Background: an optimization exercise with open tools, aiming at a short achievable clock period and few clock cycles. Do not read the settings as production practice. Function was checked by simulation only, so behaviour that the tests miss may differ from the original.

==> 01-07: inputs <==
// esp_frame_rx
module esp_frame_rx (
    input  wire        clk,
    input  wire        rst,
    input  wire        cmd_valid,
    output wire        cmd_ready,
    input  wire [7:0]  cmd_op,
    input  wire [15:0] cmd_n,
    output reg         rsp_valid,
    output reg  [2:0]  rsp_tag,
    output reg  [3:0]  rsp_code,
    output reg  [8:0]  rsp_a,
    output reg  [7:0]  rsp_b,
    input  wire [6:0]  rd_idx,
    output wire [7:0]  rd_data,
    output wire        src_rd,
    input  wire [1:0]  src_stat,
    input  wire [7:0]  src_data
);
export LEC_CHECK = 0
export CAP_MARGIN = 20
export CORE_MARGIN = 2
export CORE_UTILIZATION = 30
export PLACE_DENSITY = 0.45
export SETUP_SLACK_MARGIN = 5
export SLEW_MARGIN = 20
export TNS_END_PERCENT = 10
create_clock -name core_clock -period 12.0 [get_ports {clk}]
run.sh (not shown) runs the stock make flow with config.mk's settings and CLKGATE_MAP_FILE= SYNTH_SCRIPT=/design/flow/synth_recipe.tcl, a recipe that flattens the netlist after the stock synthesis.
==> inputs of 12-22, as changes to 01-07 <==
--- a/flow/design.v
+++ b/flow/design.v
@@ -42,12 +42,42 @@
             for (k = 0; k < 8; k = k + 1)
                 c = c[0] ? ((c >> 1) ^ 8'h8C) : (c >> 1);
             crc8_byte = c;
         end
     endfunction
     localparam [8191:0] APOW_TAB = 8192'h9a4d261393d369348040201008040201180c8643b9c46231fa7dbe5f55d0e8f40a85c261ba572b15dbed76bb06d86cb6bdde6f37a6eef77b9148a452388d46236ab55a2d7c54aad5512894cab48b45a27e3f9fcf19f2f9fcd6eb753acbb359acf1783c1efe8ec7e3e070b85cce0783c192c964320b974b25399c4ea7eacce6734d2613094969349a40201088840201800c8643a1dc6231187dbe5faf2ae8f4fa85c261b05d2b150aed76bbdd036cb6dbde6f371b53f77bbd48a452a91c462391b55a2d163eaad56a2894cae5da45a2513f9fcf678cf9fc7eeb753a1d6559acd6783c1e0f7fc7e3f170b85c2ee783c1e0c9643299054b25929c4ea7d3f5e673392613090424349a4d201088c4420180408643a1d06e31180cbe5faf5795f4fa7dc261b0d8ae150a8576bbddee81b6dbed6f371b8d297bbddea452a9540e2391485a2d168b1fd56ab594cae5f26da251289fcf67b3c6fc7e3f753a1d8eb2acd6eb3c1e0f07bfe3f178b85c2e97f3c1e070643299cc822592c94ea7d3697a73399c13090402129a4d261088c4622180402043a1d0e8b7180c865faf572b4afa7dbe61b0d86cd70a85c2bbddeef7c0dbed76371b8d4614bdde6f52a954aa879148a42d168b458f6ab55acae5f2f936512894cf67b359637e3f9f3a1d8ec7d9d6eb751e0f0783dff1783c5c2e974b79e070b83299cce64192c964a7d369343d399c4e09040201894d261388c4623190402010a1d0e8f45b0c8643af572b15a57dbe5fb0d86cb66b85c261ddeef77b60ed76bb1b8d46238ade6f37a954aad5c348a452168b45a247b55a2de5f2f9fc9b2894ca67b359acb13f9fcf1d8ec7e3eceb753a0f0783c1ef783c1e2e974b25bc70b85c99cce673a0c96432d369349a9e9c4ea70402018044261309c4623118c8201088d0e8f4faad8643a1572b150ad2be5fafd86cb6db35c261b0eef77bbd3076bbdd8d462391c56f371b54aad56ae1a452a98b45a251a35a2d16f2f9fc7ecd94cae5b359acd6589fcf678ec7e3f1f6753a1d0783c1e0773c1e0f974b25925eb85c2ecce673395064329969349a4d4f4ea7d302018040221309046231180ce41088c4e8f4fa7d5643a1d02b150a85e95faf576cb6dbed1a61b0d8f77bbdde98bbddee46239148e2371b8daad56ab5f052a95445a25128d12d168bf9fc7e3f66cae5f259acd6eb2ccf67b3c7e3f178fb3a1d8e83c1e0703b1e0f074b2592c92f5c2e97e673399ca83299cc349a4d2627a7d369018040201109040231180c867288c462f4fa7dbeaba1d0e8150a85c274af572bb6dbed760db0d86c7bbdde6f4cddeef7239148a4711b8d46d56ab55af8a954aaa251289468168b45fc7e3f9f33e5f2f9acd6eb759667b359e3f1783cfd1d8ec7c1e070b89d0f07832592c964172e974b73399c4ed499cce69a4d261393d36934;
+    function [7:0] sel128;
+        input [1023:0] d;
+        input [6:0]    idx;
+        reg [3:0]   s0, s1, s2;
+        reg [255:0] y1;
+        reg [63:0]  y2;
+        reg [15:0]  y3;
+        integer g, k;
+        begin
+            s0 = 4'b0001 << idx[1:0];
+            s1 = 4'b0001 << idx[3:2];
+            s2 = 4'b0001 << idx[5:4];
+            for (g = 0; g < 32; g = g + 1) begin
+                y1[8*g +: 8] = 8'd0;
+                for (k = 0; k < 4; k = k + 1)
+                    y1[8*g +: 8] = y1[8*g +: 8] | (d[8*(4*g+k) +: 8] & {8{s0[k]}});
+            end
+            for (g = 0; g < 8; g = g + 1) begin
+                y2[8*g +: 8] = 8'd0;
+                for (k = 0; k < 4; k = k + 1)
+                    y2[8*g +: 8] = y2[8*g +: 8] | (y1[8*(4*g+k) +: 8] & {8{s1[k]}});
+            end
+            for (g = 0; g < 2; g = g + 1) begin
+                y3[8*g +: 8] = 8'd0;
+                for (k = 0; k < 4; k = k + 1)
+                    y3[8*g +: 8] = y3[8*g +: 8] | (y2[8*(4*g+k) +: 8] & {8{s2[k]}});
+            end
+            sel128 = idx[6] ? y3[15:8] : y3[7:0];
+        end
+    endfunction
     function [127:0] pre_or;
         input [127:0] v;
         integer s;
         reg [127:0] x;
         begin
             x = v;
@@ -98,18 +128,19 @@
     reg [7:0]    d_reg;   
     localparam [2:0] S_IDLE = 3'd0;
     localparam [2:0] S_BUF  = 3'd1;
     localparam [2:0] S_DRN  = 3'd2;
     localparam [2:0] S_ANA  = 3'd3;
     localparam [2:0] S_DRN2 = 3'd4;
+    localparam [2:0] S_SLC  = 3'd5;
     reg [2:0] state;
     wire idle = (state == S_IDLE);
     wire full = count[7];
     assign cmd_ready = idle;
     assign src_rd  = !rst && (state == S_BUF) && !full;
-    assign rd_data = rl[{rd_idx, 3'b000} +: 8];
+    assign rd_data = sel128(rl, rd_idx);
     wire [6:0]  l7     = flen[6:0];
     wire        f_wb   = (fcnt < 8'd4) || ({1'b0, fcnt} < {1'b0, flen} + 9'd4);
     wire [7:0]  f_off  = count - fcnt;                   
     wire [1023:0] ring_r1 = {ring[7:0],  ring[1023:8]};   
     wire [1023:0] ring_r2 = {ring[15:0], ring[1023:16]};  
     wire [1023:0] ring_r3 = {ring[23:0], ring[1023:24]};  
@@ -158,54 +189,60 @@
         k_j_last <= j_last;
         k1_any   <= n1_any;
         k1_k     <= n1_k;
         k2_any   <= n2_any;
         k2_k     <= n2_k;
     end
+    reg  k_ok;
     wire k_crc_ok   = (k_crc_c == k_crc_b);
     wire k_frame_ok = k_end_ok && k_crc_ok;
     wire [6:0] e_off = l7 + 7'd3;
-    wire          use_k1  = (state == S_ANA) ? !k_frame_ok : (state == S_DRN);
+    wire          use_k1  = (state == S_ANA || idle) ? !k_frame_ok : (state == S_DRN);
     wire          mv_any  = use_k1 ? k1_any : k2_any;
     wire [6:0]    mv_k    = use_k1 ? k1_k : k2_k;
     wire [6:0]    mv_ptr  = fptr + mv_k;
-    wire [7:0]    mv_len  = ring_r1[{mv_ptr, 3'b000} +: 8];
+    wire [7:0]    mv_len  = sel128(ring_r1, mv_ptr);
     wire [127:0]  mv_ds   = fds >> mv_k;
     wire [127:0]  mv_de   = fde >> mv_k;
     wire [2047:0] ring2  = {ring, ring};
-    wire [6:0]    turn   = (state == S_ANA) ? (fptr + {5'd0, k_frame_ok, 1'b0}) : head;
+    wire [6:0]    turn   = (state == S_SLC) ? head : (fptr + {5'd0, k_frame_ok, 1'b0});
     wire [1023:0] ring_t = ring2 >> {turn, 3'b000};
     wire [7:0] s_new  = crc8_byte(s_last, src_data);
     wire       b_ds   = (src_data == DS);
     wire       b_de   = (src_data == DE);
     reg       r_en;
     reg [2:0] r_tag;
     reg [3:0] r_code;
     reg [8:0] r_a;
     reg [7:0] r_b;
     reg       mv;        
+    reg       app;       
+    reg       chk;       
     integer i;
     always @(posedge clk) begin
         r_en   = 1'b0;
         r_tag  = T_READY;
         r_code = 4'd0;
         r_a    = 9'd0;
         r_b    = 8'd0;
         mv     = 1'b0;
+        app    = 1'b0;
+        chk    = 1'b0;
         if (rst) begin
             state     <= S_IDLE;
             head      <= 7'd0;
             tail      <= 7'd0;
             count     <= 8'd0;
             fval      <= 1'b0;
             fcnt      <= 8'd0;
             fds       <= 128'd0;
             fde       <= 128'd0;
             s_last    <= 8'd0;
             faulted   <= 1'b0;
             rsp_valid <= 1'b0;
+            k_ok      <= 1'b0;
         end else begin
             case (state)
             S_IDLE: if (cmd_valid) begin
                 if (cmd_op != OP_BUFFER && cmd_op != OP_PEEK && cmd_op != OP_SLICE &&
                     cmd_op != OP_DRAIN && cmd_op != OP_RECV) begin
                     r_en  = 1'b1;
@@ -221,29 +258,28 @@
                         else
                             state <= S_BUF;
                     end
                     OP_PEEK: begin
                         r_en = 1'b1;
                         if (count != 8'd0)
-                            r_a = {1'b1, ring_t[7:0]};
-                    end
-                    OP_SLICE: begin
-                        r_en = 1'b1;
-                        r_a  = {1'b0, count};
-                        rl   <= ring_t;
+                            r_a = {1'b1, ring[{head, 3'b000} +: 8]};
                     end
+                    OP_SLICE: state <= S_SLC;
                     OP_DRAIN: begin
                         if (cmd_n > {8'd0, count}) begin
                             r_en    = 1'b1;
                             faulted <= 1'b1;
                             r_tag   = T_FAULT;
                         end else begin
                             head  <= head + cmd_n[6:0];
                             count <= count - cmd_n[7:0];
                             if (!fval || cmd_n[7:0] <= f_off) begin
                                 r_en = 1'b1;
+                            end else if (cmd_n[7:0] == f_off + 8'd1 && k_ok && !k_frame_ok) begin
+                                r_en = 1'b1;
+                                mv   = 1'b1;
                             end else begin
                                 d_reg <= cmd_n[7:0] - f_off;
                                 state <= S_DRN;
                             end
                         end
                     end
@@ -255,57 +291,35 @@
                             count <= 8'd0;
                         end else if (f_wb) begin
                             r_en  = 1'b1;
                             r_tag = T_WBLOCK;
                             head  <= fptr;
                             count <= fcnt;
+                        end else if (k_ok) begin
+                            chk = 1'b1;
                         end else begin
                             state <= S_ANA;
                         end
                     end
                     endcase
                 end
             end
-            S_ANA: begin
+            S_ANA: chk = 1'b1;
+            S_SLC: begin
                 r_en = 1'b1;
-                mv   = 1'b1;
-                if (!k_end_ok && k_de_any) begin
-                    r_tag  = T_ERR;
-                    r_code = E_EARLY_END;
-                    r_a    = {2'b00, k_j_last};
-                    r_b    = {1'b0, e_off};
-                end else if (!k_crc_ok) begin
-                    r_tag  = T_ERR;
-                    r_code = E_CRC;
-                    r_a    = {1'b0, k_crc_c};
-                    r_b    = k_crc_b;
-                end else if (!k_end_ok) begin
-                    r_tag  = T_ERR;
-                    r_code = E_MISSING_END;
-                    r_a    = {2'b00, e_off};
-                    r_b    = k_end_b;
-                end else begin
-                    r_a    = {1'b0, flen};
-                    r_b    = k_crc_b;
-                end
-                rl <= ring_t;
-                if (k_frame_ok) begin
-                    head  <= fe + 7'd4;
-                    count <= fcnt - flen - 8'd4;
-                end else begin
-                    head  <= fptr + 7'd1;
-                    count <= fcnt - 8'd1;
-                end
+                r_a  = {1'b0, count};
+                rl   <= ring_t;
             end
             S_BUF: begin
                 if (src_stat[1]) begin
                     r_en   = 1'b1;
                     r_tag  = T_ERR;
                     r_code = E_TRANSPORT;
                     r_a    = {1'b0, src_data};
                 end else if (src_stat[0]) begin
+                    app = 1'b1;
                     for (i = 0; i < 128; i = i + 1)
                         if (tail == i) begin
                             ring[8*i +: 8] <= src_data;
                             rsv[8*i +: 8]  <= s_new;
                         end
                     if (fval) begin
@@ -344,21 +358,54 @@
             end
             default: begin
                 r_en = 1'b1;
                 mv   = 1'b1;
             end
             endcase
+            if (chk) begin
+                r_en = 1'b1;
+                mv   = 1'b1;
+                if (!k_end_ok && k_de_any) begin
+                    r_tag  = T_ERR;
+                    r_code = E_EARLY_END;
+                    r_a    = {2'b00, k_j_last};
+                    r_b    = {1'b0, e_off};
+                end else if (!k_crc_ok) begin
+                    r_tag  = T_ERR;
+                    r_code = E_CRC;
+                    r_a    = {1'b0, k_crc_c};
+                    r_b    = k_crc_b;
+                end else if (!k_end_ok) begin
+                    r_tag  = T_ERR;
+                    r_code = E_MISSING_END;
+                    r_a    = {2'b00, e_off};
+                    r_b    = k_end_b;
+                end else begin
+                    r_tag  = T_READY;
+                    r_a    = {1'b0, flen};
+                    r_b    = k_crc_b;
+                end
+                rl <= ring_t;
+                if (k_frame_ok) begin
+                    head  <= fe + 7'd4;
+                    count <= fcnt - flen - 8'd4;
+                end else begin
+                    head  <= fptr + 7'd1;
+                    count <= fcnt - 8'd1;
+                end
+            end
             if (mv) begin
                 fval <= mv_any;
                 fptr <= mv_ptr;
                 fcnt <= mv_any ? (fcnt - {1'b0, mv_k}) : 8'd0;
                 flen <= mv_len;
                 fe   <= mv_ptr + mv_len[6:0];
                 fds  <= mv_any ? mv_ds : 128'd0;
                 fde  <= mv_any ? mv_de : 128'd0;
             end
+            k_ok      <= !(mv || app || state == S_DRN);
             rsp_valid <= r_en;
             if (r_en) begin
                 rsp_tag  <= r_tag;
                 rsp_code <= r_code;
                 rsp_a    <= r_a;
                 rsp_b    <= r_b;
- CORE_UTILIZATION: 30 -> 40
- PLACE_DENSITY: 0.45 -> 0.6
==> inputs of 02-01, as changes to 01-07 <==
--- a/flow/design.v
+++ b/flow/design.v
@@ -42,12 +42,42 @@
             for (k = 0; k < 8; k = k + 1)
                 c = c[0] ? ((c >> 1) ^ 8'h8C) : (c >> 1);
             crc8_byte = c;
         end
     endfunction
     localparam [8191:0] APOW_TAB = 8192'h9a4d261393d369348040201008040201180c8643b9c46231fa7dbe5f55d0e8f40a85c261ba572b15dbed76bb06d86cb6bdde6f37a6eef77b9148a452388d46236ab55a2d7c54aad5512894cab48b45a27e3f9fcf19f2f9fcd6eb753acbb359acf1783c1efe8ec7e3e070b85cce0783c192c964320b974b25399c4ea7eacce6734d2613094969349a40201088840201800c8643a1dc6231187dbe5faf2ae8f4fa85c261b05d2b150aed76bbdd036cb6dbde6f371b53f77bbd48a452a91c462391b55a2d163eaad56a2894cae5da45a2513f9fcf678cf9fc7eeb753a1d6559acd6783c1e0f7fc7e3f170b85c2ee783c1e0c9643299054b25929c4ea7d3f5e673392613090424349a4d201088c4420180408643a1d06e31180cbe5faf5795f4fa7dc261b0d8ae150a8576bbddee81b6dbed6f371b8d297bbddea452a9540e2391485a2d168b1fd56ab594cae5f26da251289fcf67b3c6fc7e3f753a1d8eb2acd6eb3c1e0f07bfe3f178b85c2e97f3c1e070643299cc822592c94ea7d3697a73399c13090402129a4d261088c4622180402043a1d0e8b7180c865faf572b4afa7dbe61b0d86cd70a85c2bbddeef7c0dbed76371b8d4614bdde6f52a954aa879148a42d168b458f6ab55acae5f2f936512894cf67b359637e3f9f3a1d8ec7d9d6eb751e0f0783dff1783c5c2e974b79e070b83299cce64192c964a7d369343d399c4e09040201894d261388c4623190402010a1d0e8f45b0c8643af572b15a57dbe5fb0d86cb66b85c261ddeef77b60ed76bb1b8d46238ade6f37a954aad5c348a452168b45a247b55a2de5f2f9fc9b2894ca67b359acb13f9fcf1d8ec7e3eceb753a0f0783c1ef783c1e2e974b25bc70b85c99cce673a0c96432d369349a9e9c4ea70402018044261309c4623118c8201088d0e8f4faad8643a1572b150ad2be5fafd86cb6db35c261b0eef77bbd3076bbdd8d462391c56f371b54aad56ae1a452a98b45a251a35a2d16f2f9fc7ecd94cae5b359acd6589fcf678ec7e3f1f6753a1d0783c1e0773c1e0f974b25925eb85c2ecce673395064329969349a4d4f4ea7d302018040221309046231180ce41088c4e8f4fa7d5643a1d02b150a85e95faf576cb6dbed1a61b0d8f77bbdde98bbddee46239148e2371b8daad56ab5f052a95445a25128d12d168bf9fc7e3f66cae5f259acd6eb2ccf67b3c7e3f178fb3a1d8e83c1e0703b1e0f074b2592c92f5c2e97e673399ca83299cc349a4d2627a7d369018040201109040231180c867288c462f4fa7dbeaba1d0e8150a85c274af572bb6dbed760db0d86c7bbdde6f4cddeef7239148a4711b8d46d56ab55af8a954aaa251289468168b45fc7e3f9f33e5f2f9acd6eb759667b359e3f1783cfd1d8ec7c1e070b89d0f07832592c964172e974b73399c4ed499cce69a4d261393d36934;
+    function [7:0] sel128;
+        input [1023:0] d;
+        input [6:0]    idx;
+        reg [3:0]   s0, s1, s2;
+        reg [255:0] y1;
+        reg [63:0]  y2;
+        reg [15:0]  y3;
+        integer g, k;
+        begin
+            s0 = 4'b0001 << idx[1:0];
+            s1 = 4'b0001 << idx[3:2];
+            s2 = 4'b0001 << idx[5:4];
+            for (g = 0; g < 32; g = g + 1) begin
+                y1[8*g +: 8] = 8'd0;
+                for (k = 0; k < 4; k = k + 1)
+                    y1[8*g +: 8] = y1[8*g +: 8] | (d[8*(4*g+k) +: 8] & {8{s0[k]}});
+            end
+            for (g = 0; g < 8; g = g + 1) begin
+                y2[8*g +: 8] = 8'd0;
+                for (k = 0; k < 4; k = k + 1)
+                    y2[8*g +: 8] = y2[8*g +: 8] | (y1[8*(4*g+k) +: 8] & {8{s1[k]}});
+            end
+            for (g = 0; g < 2; g = g + 1) begin
+                y3[8*g +: 8] = 8'd0;
+                for (k = 0; k < 4; k = k + 1)
+                    y3[8*g +: 8] = y3[8*g +: 8] | (y2[8*(4*g+k) +: 8] & {8{s2[k]}});
+            end
+            sel128 = idx[6] ? y3[15:8] : y3[7:0];
+        end
+    endfunction
     function [127:0] pre_or;
         input [127:0] v;
         integer s;
         reg [127:0] x;
         begin
             x = v;
@@ -98,18 +128,19 @@
     reg [7:0]    d_reg;   
     localparam [2:0] S_IDLE = 3'd0;
     localparam [2:0] S_BUF  = 3'd1;
     localparam [2:0] S_DRN  = 3'd2;
     localparam [2:0] S_ANA  = 3'd3;
     localparam [2:0] S_DRN2 = 3'd4;
+    localparam [2:0] S_SLC  = 3'd5;
     reg [2:0] state;
     wire idle = (state == S_IDLE);
     wire full = count[7];
     assign cmd_ready = idle;
     assign src_rd  = !rst && (state == S_BUF) && !full;
-    assign rd_data = rl[{rd_idx, 3'b000} +: 8];
+    assign rd_data = sel128(rl, rd_idx);
     wire [6:0]  l7     = flen[6:0];
     wire        f_wb   = (fcnt < 8'd4) || ({1'b0, fcnt} < {1'b0, flen} + 9'd4);
     wire [7:0]  f_off  = count - fcnt;                   
     wire [1023:0] ring_r1 = {ring[7:0],  ring[1023:8]};   
     wire [1023:0] ring_r2 = {ring[15:0], ring[1023:16]};  
     wire [1023:0] ring_r3 = {ring[23:0], ring[1023:24]};  
@@ -158,54 +189,60 @@
         k_j_last <= j_last;
         k1_any   <= n1_any;
         k1_k     <= n1_k;
         k2_any   <= n2_any;
         k2_k     <= n2_k;
     end
+    reg  k_ok;
     wire k_crc_ok   = (k_crc_c == k_crc_b);
     wire k_frame_ok = k_end_ok && k_crc_ok;
     wire [6:0] e_off = l7 + 7'd3;
-    wire          use_k1  = (state == S_ANA) ? !k_frame_ok : (state == S_DRN);
+    wire          use_k1  = (state == S_ANA || idle) ? !k_frame_ok : (state == S_DRN);
     wire          mv_any  = use_k1 ? k1_any : k2_any;
     wire [6:0]    mv_k    = use_k1 ? k1_k : k2_k;
     wire [6:0]    mv_ptr  = fptr + mv_k;
-    wire [7:0]    mv_len  = ring_r1[{mv_ptr, 3'b000} +: 8];
+    wire [7:0]    mv_len  = sel128(ring_r1, mv_ptr);
     wire [127:0]  mv_ds   = fds >> mv_k;
     wire [127:0]  mv_de   = fde >> mv_k;
     wire [2047:0] ring2  = {ring, ring};
-    wire [6:0]    turn   = (state == S_ANA) ? (fptr + {5'd0, k_frame_ok, 1'b0}) : head;
+    wire [6:0]    turn   = (state == S_SLC) ? head : (fptr + {5'd0, k_frame_ok, 1'b0});
     wire [1023:0] ring_t = ring2 >> {turn, 3'b000};
     wire [7:0] s_new  = crc8_byte(s_last, src_data);
     wire       b_ds   = (src_data == DS);
     wire       b_de   = (src_data == DE);
     reg       r_en;
     reg [2:0] r_tag;
     reg [3:0] r_code;
     reg [8:0] r_a;
     reg [7:0] r_b;
     reg       mv;        
+    reg       app;       
+    reg       chk;       
     integer i;
     always @(posedge clk) begin
         r_en   = 1'b0;
         r_tag  = T_READY;
         r_code = 4'd0;
         r_a    = 9'd0;
         r_b    = 8'd0;
         mv     = 1'b0;
+        app    = 1'b0;
+        chk    = 1'b0;
         if (rst) begin
             state     <= S_IDLE;
             head      <= 7'd0;
             tail      <= 7'd0;
             count     <= 8'd0;
             fval      <= 1'b0;
             fcnt      <= 8'd0;
             fds       <= 128'd0;
             fde       <= 128'd0;
             s_last    <= 8'd0;
             faulted   <= 1'b0;
             rsp_valid <= 1'b0;
+            k_ok      <= 1'b0;
         end else begin
             case (state)
             S_IDLE: if (cmd_valid) begin
                 if (cmd_op != OP_BUFFER && cmd_op != OP_PEEK && cmd_op != OP_SLICE &&
                     cmd_op != OP_DRAIN && cmd_op != OP_RECV) begin
                     r_en  = 1'b1;
@@ -221,29 +258,28 @@
                         else
                             state <= S_BUF;
                     end
                     OP_PEEK: begin
                         r_en = 1'b1;
                         if (count != 8'd0)
-                            r_a = {1'b1, ring_t[7:0]};
-                    end
-                    OP_SLICE: begin
-                        r_en = 1'b1;
-                        r_a  = {1'b0, count};
-                        rl   <= ring_t;
+                            r_a = {1'b1, ring[{head, 3'b000} +: 8]};
                     end
+                    OP_SLICE: state <= S_SLC;
                     OP_DRAIN: begin
                         if (cmd_n > {8'd0, count}) begin
                             r_en    = 1'b1;
                             faulted <= 1'b1;
                             r_tag   = T_FAULT;
                         end else begin
                             head  <= head + cmd_n[6:0];
                             count <= count - cmd_n[7:0];
                             if (!fval || cmd_n[7:0] <= f_off) begin
                                 r_en = 1'b1;
+                            end else if (cmd_n[7:0] == f_off + 8'd1 && k_ok && !k_frame_ok) begin
+                                r_en = 1'b1;
+                                mv   = 1'b1;
                             end else begin
                                 d_reg <= cmd_n[7:0] - f_off;
                                 state <= S_DRN;
                             end
                         end
                     end
@@ -255,57 +291,35 @@
                             count <= 8'd0;
                         end else if (f_wb) begin
                             r_en  = 1'b1;
                             r_tag = T_WBLOCK;
                             head  <= fptr;
                             count <= fcnt;
+                        end else if (k_ok) begin
+                            chk = 1'b1;
                         end else begin
                             state <= S_ANA;
                         end
                     end
                     endcase
                 end
             end
-            S_ANA: begin
+            S_ANA: chk = 1'b1;
+            S_SLC: begin
                 r_en = 1'b1;
-                mv   = 1'b1;
-                if (!k_end_ok && k_de_any) begin
-                    r_tag  = T_ERR;
-                    r_code = E_EARLY_END;
-                    r_a    = {2'b00, k_j_last};
-                    r_b    = {1'b0, e_off};
-                end else if (!k_crc_ok) begin
-                    r_tag  = T_ERR;
-                    r_code = E_CRC;
-                    r_a    = {1'b0, k_crc_c};
-                    r_b    = k_crc_b;
-                end else if (!k_end_ok) begin
-                    r_tag  = T_ERR;
-                    r_code = E_MISSING_END;
-                    r_a    = {2'b00, e_off};
-                    r_b    = k_end_b;
-                end else begin
-                    r_a    = {1'b0, flen};
-                    r_b    = k_crc_b;
-                end
-                rl <= ring_t;
-                if (k_frame_ok) begin
-                    head  <= fe + 7'd4;
-                    count <= fcnt - flen - 8'd4;
-                end else begin
-                    head  <= fptr + 7'd1;
-                    count <= fcnt - 8'd1;
-                end
+                r_a  = {1'b0, count};
+                rl   <= ring_t;
             end
             S_BUF: begin
                 if (src_stat[1]) begin
                     r_en   = 1'b1;
                     r_tag  = T_ERR;
                     r_code = E_TRANSPORT;
                     r_a    = {1'b0, src_data};
                 end else if (src_stat[0]) begin
+                    app = 1'b1;
                     for (i = 0; i < 128; i = i + 1)
                         if (tail == i) begin
                             ring[8*i +: 8] <= src_data;
                             rsv[8*i +: 8]  <= s_new;
                         end
                     if (fval) begin
@@ -344,21 +358,54 @@
             end
             default: begin
                 r_en = 1'b1;
                 mv   = 1'b1;
             end
             endcase
+            if (chk) begin
+                r_en = 1'b1;
+                mv   = 1'b1;
+                if (!k_end_ok && k_de_any) begin
+                    r_tag  = T_ERR;
+                    r_code = E_EARLY_END;
+                    r_a    = {2'b00, k_j_last};
+                    r_b    = {1'b0, e_off};
+                end else if (!k_crc_ok) begin
+                    r_tag  = T_ERR;
+                    r_code = E_CRC;
+                    r_a    = {1'b0, k_crc_c};
+                    r_b    = k_crc_b;
+                end else if (!k_end_ok) begin
+                    r_tag  = T_ERR;
+                    r_code = E_MISSING_END;
+                    r_a    = {2'b00, e_off};
+                    r_b    = k_end_b;
+                end else begin
+                    r_tag  = T_READY;
+                    r_a    = {1'b0, flen};
+                    r_b    = k_crc_b;
+                end
+                rl <= ring_t;
+                if (k_frame_ok) begin
+                    head  <= fe + 7'd4;
+                    count <= fcnt - flen - 8'd4;
+                end else begin
+                    head  <= fptr + 7'd1;
+                    count <= fcnt - 8'd1;
+                end
+            end
             if (mv) begin
                 fval <= mv_any;
                 fptr <= mv_ptr;
                 fcnt <= mv_any ? (fcnt - {1'b0, mv_k}) : 8'd0;
                 flen <= mv_len;
                 fe   <= mv_ptr + mv_len[6:0];
                 fds  <= mv_any ? mv_ds : 128'd0;
                 fde  <= mv_any ? mv_de : 128'd0;
             end
+            k_ok      <= !(mv || app || state == S_DRN);
             rsp_valid <= r_en;
             if (r_en) begin
                 rsp_tag  <= r_tag;
                 rsp_code <= r_code;
                 rsp_a    <= r_a;
                 rsp_b    <= r_b;
- CELL_PAD_IN_SITES_DETAIL_PLACEMENT: default -> 1
- CELL_PAD_IN_SITES_GLOBAL_PLACEMENT: default -> 1
- CORE_UTILIZATION: 30 -> 36
- PLACE_DENSITY: 0.45 -> 0.55
==> results.json <==
{
  "outcome": "complete, no violations",
  "yosys.area_share.xor_xnor": 0.005824,
  "drt-vias-per-instance": 7.250,
  "ys_seq_area_frac": 0.3621,
  "power_switching_mw": 6.737,
  "cts_sinks": 3474,
  "layout_common_cells": "mux2i_1 (7035), edfxtp_1 (3125), mux4_2 (2388)",
  "clk_latency_ns": 1.14,
  "p_total_mw": 27.49,
  "synth.area.top_cells": "edfxtp_1 (34%), mux2i_1 (25%), mux4_2 (19%)",
  "seq_cells": 3474,
  "tapCellCount": 9240
}
That was 12-22.
==> results.json <==
{
  "outcome": "complete, no violations",
  "clk_latency_ns": 1.17,
  "num-nonclk-buffers": 988,
  "tapCellCount": 11930,
  "cts_sinks": 3473,
  "yosys.area_share.xor_xnor": 0.005935,
  "synth.area.top_cells": "edfxtp_1 (35%), mux2i_1 (25%), mux4_2 (17%)",
  "seq_cells": 3473,
  "n_clock_buffer": 481,
  "drt-vias-per-instance": 6.387,
  "power_switching_mw": 6.537
}
That was 01-07.
==> results.json <==
{
  "layout_common_cells": "mux2i_1 (7038), edfxtp_1 (3125), mux4_2 (2388)",
  "grt_start_max_net_pins": 177,
  "p_total_mw": 28.70,
  "clk_latency_ns": 1.18,
  "cts_sinks": 3474,
  "yosys.area_share.xor_xnor": 0.005824,
  "drt-vias-per-instance": 6.963,
  "outcome": "complete, no violations",
  "tapCellCount": 10240,
  "synth.area.top_cells": "edfxtp_1 (34%), mux2i_1 (25%), mux4_2 (19%)",
  "seq_cells": 3474,
  "ys_seq_area_frac": 0.3621
}
That was 02-01.
Testbench counts of 01-07, summed over its fixed seeds: cycles 46,331.
Testbench counts of 12-22, summed over its fixed seeds: cycles 45,666.
Testbench counts of 02-01, summed over its fixed seeds: cycles 45,666.

## separate check: timing with driven ports
The results above use ideal ports. As a check the final layouts listed here were re-extracted and re-timed, cells and wires unchanged.
Step 1 (the two cells are an assumption about what drives the block):
set clk [get_ports {clk}]
set_driving_cell -lib_cell sky130_fd_sc_hd__clkbuf_16 $clk
set_driving_cell -lib_cell sky130_fd_sc_hd__buf_2 [delete_from_list [all_inputs] $clk]
Step 2 also shifts input and output timing later by t, the mid clock arrival at the registers, as if the neighbouring blocks saw the same clock.
Slacks: ideal / step 1 / step 2; pairs: ideal / step 1.
run | t (ns) | slack for setup (ns) | worst register clock-pin slew, ns
01-07 | 1.248 | 4.108 / 3.794 / 3.794 | 0.08 / 0.08
12-22 | 1.225 | 4.309 / 3.742 / 3.742 | 0.09 / 0.09
02-01 | 1.251 | 4.248 / 3.661 / 3.661 | 0.08 / 0.08
After both steps setup and hold are still met in every run listed. For 02-01, which loses most, drivers alone change the setup slack by -0.587 ns; drivers and shift together by -0.587 ns.
